Background: an optimization exercise with open tools, aiming at a short achievable clock period and few clock cycles. Do not read the settings as production practice. Function was checked by simulation only, so behaviour that the tests miss may differ from the original.

==> v3: inputs <==
==> flow/design.v (excerpt) <==
module weird64 (
    input  wire        clk,
    input  wire        rst,
    input  wire        bus_valid,
    input  wire        bus_write,
    input  wire [7:0]  bus_addr,
    input  wire [2:0]  bus_size,
    input  wire [31:0] bus_wdata,
    output reg  [31:0] bus_rdata,
    output wire        bus_err,
    output wire        irq
);
clock: 15.0 ns
lec_check: 0
cap_margin: 20
core_margin: 2
core_utilization: 35
slew_margin: 20
standard.sh (not shown) runs the stock make flow with config.mk's settings and CLKGATE_MAP_FILE= SYNTH_SCRIPT=/design/flow/synth_recipe.tcl, a recipe that flattens the netlist after the stock synthesis.
==> flow/flow/run.sh <==
#!/bin/bash
set -euo pipefail
bash standard.sh SETUP_SLACK_MARGIN=7.5 finish > standard_flow.log 2>&1
==> inputs of v36, as changes to v3 <==
--- a/flow/design.v
+++ b/flow/design.v
@@ -287,62 +287,92 @@
                     d_pos_c  = i[3:0];
                     d_byte_c = in_byte[i];
                 end
         end
     end
-    reg  [5:0]  c_ci   [0:31];
-    reg  [31:0] c_bad;
-    reg  [31:0] c_hot  [0:31];
-    reg  [31:0] c_seen [0:31];
-    reg         c_fail_c;
-    reg  [2:0]  c_code_c;
-    reg  [4:0]  c_pos_c;
-    reg  [7:0]  c_byte_c;
-    reg  [4:0]  c_inv_c  [0:31];
+    reg  [1:0]  cb;              
+    wire [1:0]  c_b = (busy && cmd == CMD_CFG) ? cb : 2'd0;
+    wire        cmpl = busy && (cmd != CMD_CFG || cb == 2'd3);
+    reg  [31:0] t_seen;          
+    reg         t_fail;          
+    reg  [4:0]  t_pos;
+    reg  [7:0]  t_byte;
+    reg  [4:0]  t_inv  [0:31];   
+    reg  [4:0]  t_perm [0:31];   
+    reg  [63:0] c_w;             
+    reg  [7:0]  c_raw [0:7];
+    reg  [5:0]  c_ci  [0:7];
+    reg  [31:0] c_hot [0:7];
+    reg  [7:0]  c_bad;
+    reg  [31:0] c_seen_in, c_seen_out;
+    reg         c_fail_in, c_fail_out;
+    reg  [4:0]  c_pos_out;
+    reg  [7:0]  c_byte_out;
+    reg  [4:0]  c_inv_n  [0:31];
+    reg  [4:0]  c_perm_n [0:31];
     reg  [4:0]  c_ks_c   [0:12];
-    reg  [7:0]  c_fb;
     always @(*) begin
-        for (i = 0; i < 32; i = i + 1) begin
-            c_fb = fold(perm_byte[i]);
-            c_ci[i] = canon_idx(c_fb);
+        case (c_b)
+            2'd0: c_w = {perm[1], perm[0]};
+            2'd1: c_w = {perm[3], perm[2]};
+            2'd2: c_w = {perm[5], perm[4]};
+            default: c_w = {perm[7], perm[6]};
+        endcase
+        c_seen_in = (c_b == 2'd0) ? 32'h0 : t_seen;
+        c_fail_in = (c_b == 2'd0) ? 1'b0  : t_fail;
+        for (i = 0; i < 8; i = i + 1) begin
+            c_raw[i] = c_w[8*i +: 8];
+            c_ci[i]  = canon_idx(fold(c_raw[i]));
+            for (j = 0; j < 32; j = j + 1) c_hot[i][j] = (c_ci[i][4:0] == j);
+        end
+        for (i = 0; i < 8; i = i + 1) begin
+            c_bad[i] = !c_ci[i][5] || c_seen_in[c_ci[i][4:0]];
+            for (j = 0; j < i; j = j + 1)
+                if (c_ci[j][4:0] == c_ci[i][4:0]) c_bad[i] = 1'b1;
         end
-        for (i = 0; i < 32; i = i + 1)
-            for (j = 0; j < 32; j = j + 1)
-                c_hot[i][j] = (c_ci[i][4:0] == j);
-        c_seen[0] = 32'h0;
-        for (i = 1; i < 32; i = i + 1) c_seen[i] = c_seen[i-1] | c_hot[i-1];
-        for (i = 0; i < 32; i = i + 1)
-            c_bad[i] = !c_ci[i][5] || c_seen[i][c_ci[i][4:0]];
-        c_fail_c = 1'b0; c_code_c = 3'd0; c_pos_c = 5'd0; c_byte_c = 8'd0;
-        if (c_bad != 32'h0) begin
-            c_fail_c = 1'b1; c_code_c = 3'd5;
-            for (i = 31; i >= 0; i = i - 1)
+        c_seen_out = c_seen_in;
+        for (i = 0; i < 8; i = i + 1) c_seen_out = c_seen_out | c_hot[i];
+        c_fail_out = c_fail_in; c_pos_out = t_pos; c_byte_out = t_byte;
+        if (!c_fail_in && c_bad != 8'h0) begin
+            c_fail_out = 1'b1;
+            for (i = 7; i >= 0; i = i - 1)
                 if (c_bad[i]) begin
-                    c_pos_c  = i[4:0];
-                    c_byte_c = perm_byte[i];
+                    c_pos_out  = {c_b, i[2:0]};
+                    c_byte_out = c_raw[i];
                 end
-        end else if (salt_len == 32'h0) begin
-            c_fail_c = 1'b1; c_code_c = 3'd6;
         end
         for (i = 0; i < 32; i = i + 1) begin
-            c_inv_c[i] = 5'd0;
-            for (j = 0; j < 32; j = j + 1)
-                if (c_hot[j][i]) c_inv_c[i] = c_inv_c[i] | j[4:0];
+            c_inv_n[i]  = t_inv[i];
+            c_perm_n[i] = t_perm[i];
+            for (j = 0; j < 8; j = j + 1)
+                if (c_hot[j][i]) c_inv_n[i] = {c_b, j[2:0]};
+            if (i[4:3] == c_b) c_perm_n[i] = c_ci[i % 8][4:0];
         end
         for (i = 0; i < 13; i = i + 1) begin
             c_ks_c[i] = salt_byte[i][4:0];
             for (j = 1; j <= 12; j = j + 1)
                 if (salt_len == j && i >= j) c_ks_c[i] = salt_byte[i % j][4:0];
         end
     end
     always @(posedge clk) begin
+        t_seen <= c_seen_out;
+        t_fail <= c_fail_out;
+        t_pos  <= c_pos_out;
+        t_byte <= c_byte_out;
+        for (i = 0; i < 32; i = i + 1) begin
+            t_inv[i]  <= c_inv_n[i];
+            t_perm[i] <= c_perm_n[i];
+        end
+    end
+    always @(posedge clk) begin
         if (rst) begin
             busy <= 1'b0; done <= 1'b0; errf <= 1'b0; drop <= 1'b0; done_ie <= 1'b0;
             ei_code <= 3'h0; ei_pos <= 5'h0; ei_byte <= 8'h0;
             val_lo <= 32'h0; val_hi <= 32'h0; res_lo <= 32'h0; res_hi <= 32'h0;
             in_len <= 32'h0; salt_len <= 32'h1; out_len <= 4'h0;
             cmd <= CMD_ILL;
+            cb  <= 2'd0;
             for (i = 0; i < 4; i = i + 1) begin
                 in_text[i] <= 32'h0; salt[i] <= 32'h0;
             end
             for (i = 0; i < 13; i = i + 1) out_sym[i] <= 7'h0;
             perm[0] <= 32'h3332_3130; perm[1] <= 32'h3736_3534;
@@ -376,16 +406,18 @@
             end
             if (accept) begin
                 busy <= 1'b1;
                 done <= 1'b0;
                 errf <= 1'b0;
+                cb   <= 2'd1;
                 if (bus_wdata == 32'h1)      cmd <= CMD_ENC;
                 else if (bus_wdata == 32'h2) cmd <= CMD_DEC;
                 else if (bus_wdata == 32'h3) cmd <= CMD_CFG;
                 else                         cmd <= CMD_ILL;
             end
-            if (busy) begin
+            if (busy && !cmpl) cb <= cb + 2'd1;
+            if (cmpl) begin
                 busy <= 1'b0;
                 done <= 1'b1;
                 case (cmd)
                     CMD_ENC: begin
                         errf    <= 1'b0;
@@ -399,16 +431,18 @@
                         ei_code <= d_code_c; ei_pos <= {1'b0, d_pos_c}; ei_byte <= d_byte_c;
                         res_lo  <= d_fail_c ? 32'h0 : d_res_c[31:0];
                         res_hi  <= d_fail_c ? 32'h0 : d_res_c[63:32];
                     end
                     CMD_CFG: begin
-                        errf    <= c_fail_c;
-                        ei_code <= c_code_c; ei_pos <= c_pos_c; ei_byte <= c_byte_c;
-                        if (!c_fail_c) begin
+                        errf    <= c_fail_out || salt_len == 32'h0;
+                        ei_code <= c_fail_out ? 3'd5 : (salt_len == 32'h0) ? 3'd6 : 3'd0;
+                        ei_pos  <= c_fail_out ? c_pos_out : 5'd0;
+                        ei_byte <= c_fail_out ? c_byte_out : 8'd0;
+                        if (!c_fail_out && salt_len != 32'h0) begin
                             for (i = 0; i < 32; i = i + 1) begin
-                                a_perm[i] <= c_ci[i][4:0];
-                                a_inv[i]  <= c_inv_c[i];
+                                a_perm[i] <= c_perm_n[i];
+                                a_inv[i]  <= c_inv_n[i];
                             end
                             for (i = 0; i < 13; i = i + 1) a_ks[i] <= c_ks_c[i];
                         end
                     end
                     default: begin
Settings changed: CORE_UTILIZATION 35 to 38.
==> inputs of v34, as changes to v3 <==
--- a/flow/design.v
+++ b/flow/design.v
@@ -287,62 +287,92 @@
                     d_pos_c  = i[3:0];
                     d_byte_c = in_byte[i];
                 end
         end
     end
-    reg  [5:0]  c_ci   [0:31];
-    reg  [31:0] c_bad;
-    reg  [31:0] c_hot  [0:31];
-    reg  [31:0] c_seen [0:31];
-    reg         c_fail_c;
-    reg  [2:0]  c_code_c;
-    reg  [4:0]  c_pos_c;
-    reg  [7:0]  c_byte_c;
-    reg  [4:0]  c_inv_c  [0:31];
+    reg  [1:0]  cb;              
+    wire [1:0]  c_b = (busy && cmd == CMD_CFG) ? cb : 2'd0;
+    wire        cmpl = busy && (cmd != CMD_CFG || cb == 2'd3);
+    reg  [31:0] t_seen;          
+    reg         t_fail;          
+    reg  [4:0]  t_pos;
+    reg  [7:0]  t_byte;
+    reg  [4:0]  t_inv  [0:31];   
+    reg  [4:0]  t_perm [0:31];   
+    reg  [63:0] c_w;             
+    reg  [7:0]  c_raw [0:7];
+    reg  [5:0]  c_ci  [0:7];
+    reg  [31:0] c_hot [0:7];
+    reg  [7:0]  c_bad;
+    reg  [31:0] c_seen_in, c_seen_out;
+    reg         c_fail_in, c_fail_out;
+    reg  [4:0]  c_pos_out;
+    reg  [7:0]  c_byte_out;
+    reg  [4:0]  c_inv_n  [0:31];
+    reg  [4:0]  c_perm_n [0:31];
     reg  [4:0]  c_ks_c   [0:12];
-    reg  [7:0]  c_fb;
     always @(*) begin
-        for (i = 0; i < 32; i = i + 1) begin
-            c_fb = fold(perm_byte[i]);
-            c_ci[i] = canon_idx(c_fb);
+        case (c_b)
+            2'd0: c_w = {perm[1], perm[0]};
+            2'd1: c_w = {perm[3], perm[2]};
+            2'd2: c_w = {perm[5], perm[4]};
+            default: c_w = {perm[7], perm[6]};
+        endcase
+        c_seen_in = (c_b == 2'd0) ? 32'h0 : t_seen;
+        c_fail_in = (c_b == 2'd0) ? 1'b0  : t_fail;
+        for (i = 0; i < 8; i = i + 1) begin
+            c_raw[i] = c_w[8*i +: 8];
+            c_ci[i]  = canon_idx(fold(c_raw[i]));
+            for (j = 0; j < 32; j = j + 1) c_hot[i][j] = (c_ci[i][4:0] == j);
+        end
+        for (i = 0; i < 8; i = i + 1) begin
+            c_bad[i] = !c_ci[i][5] || c_seen_in[c_ci[i][4:0]];
+            for (j = 0; j < i; j = j + 1)
+                if (c_ci[j][4:0] == c_ci[i][4:0]) c_bad[i] = 1'b1;
         end
-        for (i = 0; i < 32; i = i + 1)
-            for (j = 0; j < 32; j = j + 1)
-                c_hot[i][j] = (c_ci[i][4:0] == j);
-        c_seen[0] = 32'h0;
-        for (i = 1; i < 32; i = i + 1) c_seen[i] = c_seen[i-1] | c_hot[i-1];
-        for (i = 0; i < 32; i = i + 1)
-            c_bad[i] = !c_ci[i][5] || c_seen[i][c_ci[i][4:0]];
-        c_fail_c = 1'b0; c_code_c = 3'd0; c_pos_c = 5'd0; c_byte_c = 8'd0;
-        if (c_bad != 32'h0) begin
-            c_fail_c = 1'b1; c_code_c = 3'd5;
-            for (i = 31; i >= 0; i = i - 1)
+        c_seen_out = c_seen_in;
+        for (i = 0; i < 8; i = i + 1) c_seen_out = c_seen_out | c_hot[i];
+        c_fail_out = c_fail_in; c_pos_out = t_pos; c_byte_out = t_byte;
+        if (!c_fail_in && c_bad != 8'h0) begin
+            c_fail_out = 1'b1;
+            for (i = 7; i >= 0; i = i - 1)
                 if (c_bad[i]) begin
-                    c_pos_c  = i[4:0];
-                    c_byte_c = perm_byte[i];
+                    c_pos_out  = {c_b, i[2:0]};
+                    c_byte_out = c_raw[i];
                 end
-        end else if (salt_len == 32'h0) begin
-            c_fail_c = 1'b1; c_code_c = 3'd6;
         end
         for (i = 0; i < 32; i = i + 1) begin
-            c_inv_c[i] = 5'd0;
-            for (j = 0; j < 32; j = j + 1)
-                if (c_hot[j][i]) c_inv_c[i] = c_inv_c[i] | j[4:0];
+            c_inv_n[i]  = t_inv[i];
+            c_perm_n[i] = t_perm[i];
+            for (j = 0; j < 8; j = j + 1)
+                if (c_hot[j][i]) c_inv_n[i] = {c_b, j[2:0]};
+            if (i[4:3] == c_b) c_perm_n[i] = c_ci[i % 8][4:0];
         end
         for (i = 0; i < 13; i = i + 1) begin
             c_ks_c[i] = salt_byte[i][4:0];
             for (j = 1; j <= 12; j = j + 1)
                 if (salt_len == j && i >= j) c_ks_c[i] = salt_byte[i % j][4:0];
         end
     end
     always @(posedge clk) begin
+        t_seen <= c_seen_out;
+        t_fail <= c_fail_out;
+        t_pos  <= c_pos_out;
+        t_byte <= c_byte_out;
+        for (i = 0; i < 32; i = i + 1) begin
+            t_inv[i]  <= c_inv_n[i];
+            t_perm[i] <= c_perm_n[i];
+        end
+    end
+    always @(posedge clk) begin
         if (rst) begin
             busy <= 1'b0; done <= 1'b0; errf <= 1'b0; drop <= 1'b0; done_ie <= 1'b0;
             ei_code <= 3'h0; ei_pos <= 5'h0; ei_byte <= 8'h0;
             val_lo <= 32'h0; val_hi <= 32'h0; res_lo <= 32'h0; res_hi <= 32'h0;
             in_len <= 32'h0; salt_len <= 32'h1; out_len <= 4'h0;
             cmd <= CMD_ILL;
+            cb  <= 2'd0;
             for (i = 0; i < 4; i = i + 1) begin
                 in_text[i] <= 32'h0; salt[i] <= 32'h0;
             end
             for (i = 0; i < 13; i = i + 1) out_sym[i] <= 7'h0;
             perm[0] <= 32'h3332_3130; perm[1] <= 32'h3736_3534;
@@ -376,16 +406,18 @@
             end
             if (accept) begin
                 busy <= 1'b1;
                 done <= 1'b0;
                 errf <= 1'b0;
+                cb   <= 2'd1;
                 if (bus_wdata == 32'h1)      cmd <= CMD_ENC;
                 else if (bus_wdata == 32'h2) cmd <= CMD_DEC;
                 else if (bus_wdata == 32'h3) cmd <= CMD_CFG;
                 else                         cmd <= CMD_ILL;
             end
-            if (busy) begin
+            if (busy && !cmpl) cb <= cb + 2'd1;
+            if (cmpl) begin
                 busy <= 1'b0;
                 done <= 1'b1;
                 case (cmd)
                     CMD_ENC: begin
                         errf    <= 1'b0;
@@ -399,16 +431,18 @@
                         ei_code <= d_code_c; ei_pos <= {1'b0, d_pos_c}; ei_byte <= d_byte_c;
                         res_lo  <= d_fail_c ? 32'h0 : d_res_c[31:0];
                         res_hi  <= d_fail_c ? 32'h0 : d_res_c[63:32];
                     end
                     CMD_CFG: begin
-                        errf    <= c_fail_c;
-                        ei_code <= c_code_c; ei_pos <= c_pos_c; ei_byte <= c_byte_c;
-                        if (!c_fail_c) begin
+                        errf    <= c_fail_out || salt_len == 32'h0;
+                        ei_code <= c_fail_out ? 3'd5 : (salt_len == 32'h0) ? 3'd6 : 3'd0;
+                        ei_pos  <= c_fail_out ? c_pos_out : 5'd0;
+                        ei_byte <= c_fail_out ? c_byte_out : 8'd0;
+                        if (!c_fail_out && salt_len != 32'h0) begin
                             for (i = 0; i < 32; i = i + 1) begin
-                                a_perm[i] <= c_ci[i][4:0];
-                                a_inv[i]  <= c_inv_c[i];
+                                a_perm[i] <= c_perm_n[i];
+                                a_inv[i]  <= c_inv_n[i];
                             end
                             for (i = 0; i < 13; i = i + 1) a_ks[i] <= c_ks_c[i];
                         end
                     end
                     default: begin
Settings changed: CORE_UTILIZATION 35 to 55.
==> flow_summary.ini <==
[place]
place_inst = 17126
placed_area_um2 = 119000

[status]
status = aborted with a tool error
firstError = [ERROR GRT-0116] Global routing finished with congestion. Check the congestion regions in the DRC Viewer.
lastStage = global routing (5_1_grt)

[global_route]
grt_first_pass_wirelength_um = 1300000

[logic_synthesis]
synth-xor-area-share = 0.0178
syn-instance-count = 14987
synthTopCellsByArea = dfxtp_1 (20%), edfxtp_1 (13%), nand2_1 (7.9%)
-- figures above: v34

==> flow_summary.ini <==
[power_and_ir_drop]
clockPowerShare = 0.431

[place]
placed_area_um2 = 122000
place_inst = 18418

[global_route]
grt_first_pass_wirelength_um = 1130000

[status]
status = finished clean

[logic_synthesis]
synthTopCellsByArea = dfxtp_1 (20%), edfxtp_1 (13%), nand2_1 (7.9%)
synth-xor-area-share = 0.0178
-- figures above: v36

==> flow_summary.ini <==
[status]
firstError = [ERROR GRT-0116] Global routing finished with congestion. Check the congestion regions in the DRC Viewer.
status = aborted with a tool error
lastStage = global routing (5_1_grt)

[global_route]
grt_first_pass_wirelength_um = 2320000

[place]
place_inst = 24809

[logic_synthesis]
synthTopCellsByArea = dfxtp_1 (11%), edfxtp_1 (11%), nand2_1 (6.8%)
synth-xor-area-share = 0.00973
syn-instance-count = 19713

[floorplanning]
dieWidth_um = 631
-- figures above: v3

Testbench counts of v3, summed over its fixed seeds: cycles 45,992.
Testbench counts of v36, summed over its fixed seeds: cycles 46,516.
Testbench counts of v34, summed over its fixed seeds: cycles 46,516.

afterwards: timing with drivers on the ports:
The results above use ideal ports. As a check the final layout listed here was re-extracted and re-timed, cells and wires unchanged.
Step 1, drivers: a clkbuf_16 drives clk and a buf_2 each remaining input, both assumed.
Step 2 also shifts input and output timing later by t, the mid clock arrival at the registers, as if the neighbouring blocks saw the same clock.
Three values: ideal, step 1, step 2; two values: the first two.
run: v36
t, ns: 1.011
setup WS [ns]: 6.420 / 6.365 / 6.365
worst setup path at the end: input to output
slew at the worst register clock pin (ns): 0.08 / 0.08
worst data-port slew with drivers (ns): 0.08
After both steps setup and hold are still met in v36. For v36, drivers alone change the setup slack by -0.055 ns; drivers and shift together by -0.055 ns.
